What follows belongs to an exercise in optimizing a design on an open flow for small area, a short achievable clock period and few clock cycles per item; a production flow would make more cautious choices.
Power is estimated from default activity; no workload was simulated.

Design sfd_tx, start of the top module:
module sfd_tx (
    input  wire        clk,
    input  wire        rst,
    input  wire        in_valid,
    input  wire [7:0]  in_op,
    input  wire [7:0]  in_dest,
    input  wire [7:0]  in_byte,
    input  wire        in_last,
    input  wire        in_empty,
    output wire        in_ready,
    output wire        tx_valid,
    output wire [7:0]  tx_byte,
    input  wire        tx_ready
);
Size in the first run: roughly 380 flip-flops, roughly 40 I/O pins, roughly 16000 sq um of cells after synthesis.
==> module sfd_tx, before the edit <==
module sfd_tx (
    input  wire        clk,
    input  wire        rst,
    input  wire        in_valid,
    input  wire [7:0]  in_op,
    input  wire [7:0]  in_dest,
    input  wire [7:0]  in_byte,
    input  wire        in_last,
    input  wire        in_empty,
    output wire        in_ready,
    output wire        tx_valid,
    output wire [7:0]  tx_byte,
    input  wire        tx_ready
);
    localparam [7:0] MARKER       = 8'h1B;
    localparam [7:0] LIT_SENTINEL = 8'h1C;
    localparam [7:0] OP_DATA      = 8'h44;
    reg  [7:0]  buf_mem [0:31];
    reg  [4:0]  wp;            
    reg  [4:0]  rp;            
    reg  [5:0]  occ;           
    reg         in_cmd;        
    reg         col_isd;       
    reg  [7:0]  col_op;
    reg  [7:0]  col_dest;
    reg  [5:0]  cnt;           
    reg         pair;          
    reg         s_pend;        
    reg         col_closed;    
    reg         carry;         
    reg         carry_last;    
    reg         in_rdy;        
    reg         rdy_valid;
    reg  [7:0]  rdy_op;
    reg  [7:0]  rdy_dest;
    reg  [5:0]  rdy_len;
    reg         active;        
    reg  [5:0]  pos;           
    reg  [7:0]  out_op;
    reg  [7:0]  out_dest;
    reg  [5:0]  out_len;
    reg  [15:0] seq;
    reg         tx_v;
    reg  [7:0]  tx_b;
    assign in_ready = in_rdy;
    assign tx_valid = tx_v;
    assign tx_byte  = tx_b;
    wire        fire     = in_valid && in_rdy;
    wire        is_data  = in_cmd ? col_isd : (in_op == OP_DATA);
    wire        is_mk    = (in_byte == MARKER) && !in_empty;
    wire        is_m     = is_data && is_mk;
    wire        two      = is_m && pair;
    wire        c30      = (cnt == 6'd30);
    wire        c31      = (cnt == 6'd31);
    wire        nofit    = two && c31;
    wire [5:0]  cnt1     = cnt + 6'd1;
    wire [5:0]  cnt2     = cnt + 6'd2;
    wire [5:0]  ncnt     = two ? cnt2 : cnt1;
    wire        in_end   = in_last || in_empty;
    wire        close    = in_end || c31 || (c30 && two);
    wire [5:0]  close_len = in_empty ? cnt : nofit ? 6'd31 : ncnt;
    reg  [7:0]  hdr;
    always @(*) begin
        case (pos[3:0])
            4'd0, 4'd1, 4'd2: hdr = MARKER;
            4'd4:             hdr = seq[15:8];
            4'd5:             hdr = seq[7:0];
            4'd6:             hdr = out_op;
            4'd7:             hdr = out_dest;
            4'd9:             hdr = {2'b00, out_len};
            default:          hdr = 8'h00;
        endcase
    end
    wire        in_body  = (pos >= 6'd10);
    wire [7:0]  next_b   = in_body ? buf_mem[rp] : hdr;
    wire        adv      = !tx_v || tx_ready;
    wire        emit     = adv && active;
    wire        pos_last = (pos == out_len + 6'd9);
    wire        done     = emit && pos_last;
    wire        want     = adv && (pos_last || !active);
    wire        take_rdy = want && rdy_valid;
    wire        take_col = want && !rdy_valid && col_closed;
    wire        to_rdy   = col_closed && !take_col && (!rdy_valid || take_rdy);
    wire        col_move = take_col || to_rdy;
    wire        rd       = emit && in_body;
    wire [5:0]  occ_p1   = occ + 6'd1;
    wire [5:0]  occ_m1   = occ - 6'd1;
    wire        occ31    = (occ == 6'd31);
    wire        occ32    = occ[5];
    wire        wr_in    = fire && !in_empty;
    wire        wr_s     = s_pend && !occ32;
    wire        wr       = wr_in || wr_s;
    wire        full_n   = !rd && (occ32 || (occ31 && wr));
    wire        spend_n  = fire ? (two && !nofit) : (s_pend && !wr_s);
    wire        closed_n = (fire && close) || (col_closed && (col_move ? carry_last : 1'b1));
    always @(posedge clk) begin
        if (wr)
            buf_mem[wp] <= s_pend ? LIT_SENTINEL : in_byte;
        if (fire && !in_cmd) begin
            col_op   <= in_op;
            col_dest <= in_dest;
        end
        if (to_rdy) begin
            rdy_op   <= col_op;
            rdy_dest <= col_dest;
            rdy_len  <= cnt;
        end
        if (take_rdy) begin
            out_op   <= rdy_op;
            out_dest <= rdy_dest;
            out_len  <= rdy_len;
        end
        if (take_col) begin
            out_op   <= col_op;
            out_dest <= col_dest;
            out_len  <= cnt;
        end
        if (emit)
            tx_b <= next_b;
        else if (adv)
            tx_b <= MARKER;
    end
    always @(posedge clk) begin
        if (rst) begin
            wp         <= 5'd0;
            rp         <= 5'd0;
            occ        <= 6'd0;
            in_cmd     <= 1'b0;
            col_isd    <= 1'b0;
            cnt        <= 6'd0;
            pair       <= 1'b0;
            s_pend     <= 1'b0;
            col_closed <= 1'b0;
            carry      <= 1'b0;
            carry_last <= 1'b0;
            in_rdy     <= 1'b1;
            rdy_valid  <= 1'b0;
            active     <= 1'b0;
            pos        <= 6'd0;
            seq        <= 16'h0000;
            tx_v       <= 1'b0;
        end else begin
            if (wr)
                wp <= wp + 5'd1;
            if (rd)
                rp <= rp + 5'd1;
            if (wr && !rd)
                occ <= occ_p1;
            else if (rd && !wr)
                occ <= occ_m1;
            in_rdy <= !spend_n && !closed_n && !full_n;
            s_pend <= spend_n;
            if (adv) begin
                if (emit) begin
                    tx_v <= 1'b1;
                    if (done) begin
                        seq <= (seq == 16'hFFFE) ? 16'h0000 : seq + 16'd1;
                        pos <= 6'd0;
                    end else begin
                        pos <= pos + 6'd1;
                    end
                end else begin
                    tx_v <= take_rdy || take_col;
                    pos  <= 6'd1;
                end
            end
            if (want)
                active <= take_rdy || take_col;
            if (take_rdy)
                rdy_valid <= 1'b0;
            if (to_rdy)
                rdy_valid <= 1'b1;
            if (col_move) begin
                col_closed <= carry_last;
                cnt        <= carry ? 6'd1 : 6'd0;
                pair       <= carry;
                carry      <= 1'b0;
                carry_last <= 1'b0;
            end
            if (fire) begin
                in_cmd <= !in_end;
                if (!in_cmd)
                    col_isd <= (in_op == OP_DATA);
                if (close) begin
                    col_closed <= 1'b1;
                    cnt        <= close_len;
                    carry      <= nofit;
                    carry_last <= nofit && in_last;
                end else begin
                    cnt        <= ncnt;
                    pair       <= is_m && !pair;
                end
            end
        end
    end
endmodule
clock: 6.0 ns
lec_check: 0
cap_margin: 20
core_margin: 2
core_utilization: 65
place_density: 0.75
setup_slack_margin: 3.3
slew_margin: 20
run.sh (not shown) runs the stock make flow with config.mk's settings and CLKGATE_MAP_FILE= SYNTH_SCRIPT=/design/flow/synth_recipe.tcl, a recipe that flattens the netlist after the stock synthesis.
The baseline produced a clean layout.
Change:
--- a/flow/design.v
+++ b/flow/design.v
@@ -13,15 +13,13 @@
     input  wire        tx_ready
 );
     localparam [7:0] MARKER       = 8'h1B;
     localparam [7:0] LIT_SENTINEL = 8'h1C;
     localparam [7:0] OP_DATA      = 8'h44;
     reg  [7:0]  buf_mem [0:31];
-    reg  [4:0]  wp;            
-    reg  [4:0]  rp;            
-    reg  [5:0]  occ;           
+    reg  [5:0]  top;           
     reg         in_cmd;        
     reg         col_isd;       
     reg  [7:0]  col_op;
     reg  [7:0]  col_dest;
     reg  [5:0]  cnt;           
     reg         pair;          
@@ -35,99 +33,108 @@
     reg  [7:0]  rdy_dest;
     reg  [5:0]  rdy_len;
     reg         active;        
     reg  [5:0]  pos;           
     reg  [7:0]  out_op;
     reg  [7:0]  out_dest;
-    reg  [5:0]  out_len;
+    reg  [5:0]  out_end;       
     reg  [15:0] seq;
     reg         tx_v;
     reg  [7:0]  tx_b;
     assign in_ready = in_rdy;
     assign tx_valid = tx_v;
     assign tx_byte  = tx_b;
+    function [5:0] inc6(input [5:0] x);
+        inc6 = x ^ {&x[4:0], &x[3:0], &x[2:0], &x[1:0], x[0], 1'b1};
+    endfunction
+    function [5:0] dec6(input [5:0] x);
+        dec6 = x ^ {~|x[4:0], ~|x[3:0], ~|x[2:0], ~|x[1:0], ~x[0], 1'b1};
+    endfunction
+    function [4:0] inc5(input [4:0] x);
+        inc5 = x ^ {&x[3:0], &x[2:0], &x[1:0], x[0], 1'b1};
+    endfunction
     wire        fire     = in_valid && in_rdy;
     wire        is_data  = in_cmd ? col_isd : (in_op == OP_DATA);
     wire        is_mk    = (in_byte == MARKER) && !in_empty;
     wire        is_m     = is_data && is_mk;
     wire        two      = is_m && pair;
     wire        c30      = (cnt == 6'd30);
     wire        c31      = (cnt == 6'd31);
     wire        nofit    = two && c31;
-    wire [5:0]  cnt1     = cnt + 6'd1;
-    wire [5:0]  cnt2     = cnt + 6'd2;
+    wire [5:0]  cnt1     = inc6(cnt);
+    wire [5:0]  cnt2     = {inc5(cnt[5:1]), cnt[0]};
     wire [5:0]  ncnt     = two ? cnt2 : cnt1;
     wire        in_end   = in_last || in_empty;
     wire        close    = in_end || c31 || (c30 && two);
     wire [5:0]  close_len = in_empty ? cnt : nofit ? 6'd31 : ncnt;
     reg  [7:0]  hdr;
     always @(*) begin
         case (pos[3:0])
             4'd0, 4'd1, 4'd2: hdr = MARKER;
             4'd4:             hdr = seq[15:8];
             4'd5:             hdr = seq[7:0];
             4'd6:             hdr = out_op;
             4'd7:             hdr = out_dest;
-            4'd9:             hdr = {2'b00, out_len};
+            4'd9:             hdr = {2'b00, out_end - 6'd9};
             default:          hdr = 8'h00;
         endcase
     end
     wire        in_body  = (pos >= 6'd10);
-    wire [7:0]  next_b   = in_body ? buf_mem[rp] : hdr;
+    wire [7:0]  next_b   = in_body ? buf_mem[top[4:0]] : hdr;
     wire        adv      = !tx_v || tx_ready;
     wire        emit     = adv && active;
-    wire        pos_last = (pos == out_len + 6'd9);
+    wire        pos_last = (pos == out_end);
     wire        done     = emit && pos_last;
     wire        want     = adv && (pos_last || !active);
     wire        take_rdy = want && rdy_valid;
     wire        take_col = want && !rdy_valid && col_closed;
     wire        to_rdy   = col_closed && !take_col && (!rdy_valid || take_rdy);
     wire        col_move = take_col || to_rdy;
     wire        rd       = emit && in_body;
-    wire [5:0]  occ_p1   = occ + 6'd1;
-    wire [5:0]  occ_m1   = occ - 6'd1;
-    wire        occ31    = (occ == 6'd31);
-    wire        occ32    = occ[5];
+    wire        occ31    = (top == 6'd30);
+    wire        occ32    = (top == 6'd31);
     wire        wr_in    = fire && !in_empty;
     wire        wr_s     = s_pend && !occ32;
     wire        wr       = wr_in || wr_s;
     wire        full_n   = !rd && (occ32 || (occ31 && wr));
     wire        spend_n  = fire ? (two && !nofit) : (s_pend && !wr_s);
     wire        closed_n = (fire && close) || (col_closed && (col_move ? carry_last : 1'b1));
+    integer i;
     always @(posedge clk) begin
-        if (wr)
-            buf_mem[wp] <= s_pend ? LIT_SENTINEL : in_byte;
+        if (wr) begin
+            for (i = 31; i > 0; i = i - 1)
+                buf_mem[i] <= buf_mem[i - 1];
+            buf_mem[0] <= s_pend ? LIT_SENTINEL : in_byte;
+        end
         if (fire && !in_cmd) begin
             col_op   <= in_op;
             col_dest <= in_dest;
         end
         if (to_rdy) begin
             rdy_op   <= col_op;
             rdy_dest <= col_dest;
             rdy_len  <= cnt;
         end
         if (take_rdy) begin
             out_op   <= rdy_op;
             out_dest <= rdy_dest;
-            out_len  <= rdy_len;
+            out_end  <= rdy_len + 6'd9;
         end
         if (take_col) begin
             out_op   <= col_op;
             out_dest <= col_dest;
-            out_len  <= cnt;
+            out_end  <= cnt + 6'd9;
         end
         if (emit)
             tx_b <= next_b;
         else if (adv)
             tx_b <= MARKER;
     end
     always @(posedge clk) begin
         if (rst) begin
-            wp         <= 5'd0;
-            rp         <= 5'd0;
-            occ        <= 6'd0;
+            top        <= 6'h3F;
             in_cmd     <= 1'b0;
             col_isd    <= 1'b0;
             cnt        <= 6'd0;
             pair       <= 1'b0;
             s_pend     <= 1'b0;
             col_closed <= 1'b0;
@@ -137,20 +144,16 @@
             rdy_valid  <= 1'b0;
             active     <= 1'b0;
             pos        <= 6'd0;
             seq        <= 16'h0000;
             tx_v       <= 1'b0;
         end else begin
-            if (wr)
-                wp <= wp + 5'd1;
-            if (rd)
-                rp <= rp + 5'd1;
             if (wr && !rd)
-                occ <= occ_p1;
+                top <= inc6(top);
             else if (rd && !wr)
-                occ <= occ_m1;
+                top <= dec6(top);
             in_rdy <= !spend_n && !closed_n && !full_n;
             s_pend <= spend_n;
             if (adv) begin
                 if (emit) begin
                     tx_v <= 1'b1;
                     if (done) begin
=>
- The new run passed the timing, design-rule and antenna checks
- design area drops by a few percent
- count of clock-buffer cells in the layout shrinks by 7
- via count grows by about a fifth
- non-clock buffer count came out higher by 17
- combinational power rose by about a fifth
- setup slack got worse by 0.0068 ns
- cell count goes up by roughly a tenth
- clock power is about the same
- utilization increases by 0.23 points
- critical path depth goes down by 1
- clock skew goes down by 0.013 ns
- wire length increases by a few percent
No functional check of the RTL was part of any run of this note.


Another version of the RTL of sfd_tx (not shown whole).
For scale: about 1,200 cells after synthesis, about 380 flip-flops, about 0.016 mm² of cells after synthesis.
// sfd_tx
module sfd_tx (
    input  wire        clk,
    input  wire        rst,
    input  wire        in_valid,
    input  wire [7:0]  in_op,
    input  wire [7:0]  in_dest,
    input  wire [7:0]  in_byte,
    input  wire        in_last,
    input  wire        in_empty,
    output wire        in_ready,
    output wire        tx_valid,
    output wire [7:0]  tx_byte,
    input  wire        tx_ready
);
Settings: LEC_CHECK=0, CAP_MARGIN=20, CORE_MARGIN=2, CORE_UTILIZATION=65, CTS_CLUSTER_DIAMETER=120, CTS_CLUSTER_SIZE=28, PLACE_DENSITY=0.75, SETUP_SLACK_MARGIN=3.65, SLEW_MARGIN=20; clock period 6.0 ns.
standard.sh (not shown) runs the stock make flow with config.mk's settings and CLKGATE_MAP_FILE= SYNTH_SCRIPT=/design/flow/synth_recipe.tcl, a recipe that flattens the netlist after the stock synthesis.
==> flow/flow/run.sh <==
#!/bin/bash
# The standard layout (the standard.sh, ORFS make targets), with one change:
# the port buffers that buffer_ports inserts are sky130_fd_sc_hd__buf_4 cells
# instead of the default choice (clkdlybuf4s50_1, a slow delay cell).
# Each tool's output goes to a log of its own: ORFS keeps its per-step logs
# under orfs/logs/, and make's own output goes to make_finish.log here.
set -euo pipefail
bash standard.sh "BUFFER_PORTS_ARGS=-buffer_cell sky130_fd_sc_hd__buf_4" finish > make_finish.log 2>&1
Rerun with:
--- a/flow/design.v
+++ b/flow/design.v
@@ -38,18 +38,19 @@
     reg         rdy_valid;
     reg  [7:0]  rdy_op;
     reg  [7:0]  rdy_dest;
     reg  [5:0]  rdy_end;       
     reg         active;        
     reg  [5:0]  pos;           
-    reg         pos_last;      
     reg         out_src;       
     reg  [5:0]  out_end;       
     reg  [15:0] seq;
     reg         tx_v;
     reg  [7:0]  tx_b;
+    reg         q_v;
+    reg  [7:0]  q_b;
     assign in_ready = in_rdy;
     assign tx_valid = tx_v;
     assign tx_byte  = tx_b;
     function [5:0] inc6(input [5:0] x);
         inc6 = x ^ {&x[4:0], &x[3:0], &x[2:0], &x[1:0], x[0], 1'b1};
     endfunction
@@ -83,34 +84,29 @@
             4'd9:             hdr = {2'b00, out_end - 6'd9};
             default:          hdr = 8'h00;
         endcase
     end
     wire        in_body  = (pos >= 6'd10);
     wire [7:0]  next_b   = in_body ? pf_b : hdr;
-    wire        adv      = !tx_v || tx_ready;  
+    wire        adv      = !(tx_v && q_v);     
     wire        ready_b  = !in_body || pf_v;   
     wire        emit     = adv && active && ready_b;
     wire        idle     = adv && !active;
+    wire        pos_last = (pos == out_end);
     wire        done     = emit && pos_last;
     wire        want     = done || idle;
     wire        take_rdy = want && rdy_valid;
     wire        take_col = want && !rdy_valid && col_closed;
     wire        pos_lt8  = (pos[5:3] == 3'd0);
     wire        hold     = active && pos_lt8;
     wire        to_rdy   = col_closed && !take_col && !rdy_valid && !(hold && !out_src);
     wire        col_move = take_col || to_rdy;
     wire        push     = emit || take_rdy || take_col;
     wire [7:0]  push_b   = emit ? next_b : MARKER;
+    wire        stay     = tx_v && !tx_ready;
     wire        rd       = emit && in_body;
-    reg  [7:0]  rdata;
-    integer k;
-    always @(*) begin
-        rdata = 8'h00;
-        for (k = 0; k < 32; k = k + 1)
-            rdata = rdata | (buf_mem[k] & {8{top[4:0] == k}});
-    end
     wire        buf_rd   = !top[5] && (!pf_v || rd);
     wire        occ31    = (top == 6'd30);
     wire        occ32    = (top == 6'd31);
     wire        wr_in    = consume && !ib_empty;
     wire        wr_s     = s_pend && !occ32;
     wire        wr       = wr_in || wr_s;
@@ -144,24 +140,22 @@
         end
         if (to_rdy) begin
             rdy_op   <= col_op;
             rdy_dest <= col_dest;
             rdy_end  <= cnt;
         end
-        if (take_rdy) begin
-            out_src  <= 1'b0;
-            out_end  <= rdy_end;
-        end
-        if (take_col) begin
-            out_src  <= 1'b1;
-            out_end  <= cnt;
+        if (take_rdy || take_col) begin
+            out_src  <= !rdy_valid;
+            out_end  <= rdy_valid ? rdy_end : cnt;
         end
         if (buf_rd)
-            pf_b <= rdata;
-        if (adv)
-            tx_b <= push_b;
+            pf_b <= buf_mem[top[4:0]];
+        if (push)
+            q_b <= push_b;
+        if (!stay)
+            tx_b <= q_v ? q_b : push_b;
     end
     always @(posedge clk) begin
         if (rst) begin
             top        <= 6'h3F;
             pf_v       <= 1'b0;
             in_rdy     <= 1'b1;
@@ -174,40 +168,37 @@
             carry      <= 1'b0;
             carry_last <= 1'b0;
             cap        <= 1'b1;
             rdy_valid  <= 1'b0;
             active     <= 1'b0;
             pos        <= 6'd0;
-            pos_last   <= 1'b0;
             seq        <= 16'h0000;
             tx_v       <= 1'b0;
+            q_v        <= 1'b0;
         end else begin
             if (wr && !buf_rd)
                 top <= inc6(top);
             else if (buf_rd && !wr)
                 top <= dec6(top);
             pf_v <= buf_rd || (pf_v && !rd);
             in_rdy <= in_rdy_n;
             in_cmd <= in_cmd_n;
             ib_v   <= ibv_n;
             cap    <= cap_n;
             s_pend <= spend_n;
-            if (adv)
-                tx_v <= push;
+            tx_v <= stay || q_v || push;
+            q_v  <= stay ? (q_v || push) : (q_v && push);
             if (emit) begin
                 if (done) begin
-                    seq      <= (seq == 16'hFFFE) ? 16'h0000 : seq + 16'd1;
-                    pos      <= 6'd0;
-                    pos_last <= 1'b0;
+                    seq <= (seq == 16'hFFFE) ? 16'h0000 : seq + 16'd1;
+                    pos <= 6'd0;
                 end else begin
-                    pos      <= pos + 6'd1;
-                    pos_last <= (pos + 6'd1 == out_end);
+                    pos <= pos + 6'd1;
                 end
             end else if (idle) begin
-                pos      <= 6'd1;
-                pos_last <= 1'b0;
+                pos <= 6'd1;
             end
             if (want)
                 active <= take_rdy || take_col;
             if (take_rdy)
                 rdy_valid <= 1'b0;
             if (to_rdy)
Outcome: Cell area fell by 3.5%; via count came out lower by 5.4%; maximum frequency goes down by 1.3%; setup slack degrades by 0.032 ns; global-route usage decreases by 0.58 points; combinational power came out lower by 32%; clock power hardly moves; clock-buffer cell count stays the same; power falls by 1.5%; routed wire length shrinks by about 4.3%; die area falls by 2.4%; final cell count went down by 4.3%; non-clock buffer count fell by 24; area after synthesis fell by about 2.5%.
Function was not checked in any run of this note: the RTL went through the layout flow alone.

-- what the ideal ports hide --
How much do the figures lean on ideal ports? The routed layouts below were timed once more, with nothing changed but the port constraints.
Step 1 sets driving cells, clkbuf_16 on the clock port and buf_2 on the other inputs (assumed; they add their load-dependent delay and slew).
Step 2 moves the port delays by t, midway between the first and last clock arrival at a register: inputs arrive t later, outputs are due t later. That takes back most of the time a late clock gives input paths.
Slacks: ideal / step 1 / step 2; pairs: ideal / step 1.
run | t, ns | setup slack, ns | worst setup path at the end
the first run of note 1 | 0.577 | 3.211 / 3.231 / 2.653 | input to register
the second run of note 1 | 0.566 | 3.204 / 3.204 / 2.817 | input to register
the first run of note 2 | 0.567 | 3.628 / 3.618 / 3.125 | input to register
the second run of note 2 | 0.583 | 3.597 / 3.597 / 3.597 | register to register
After both steps every run listed still meets setup and hold. For the first run of note 1, which loses most, drivers alone change the setup slack by +0.020 ns; drivers and shift together by -0.558 ns.
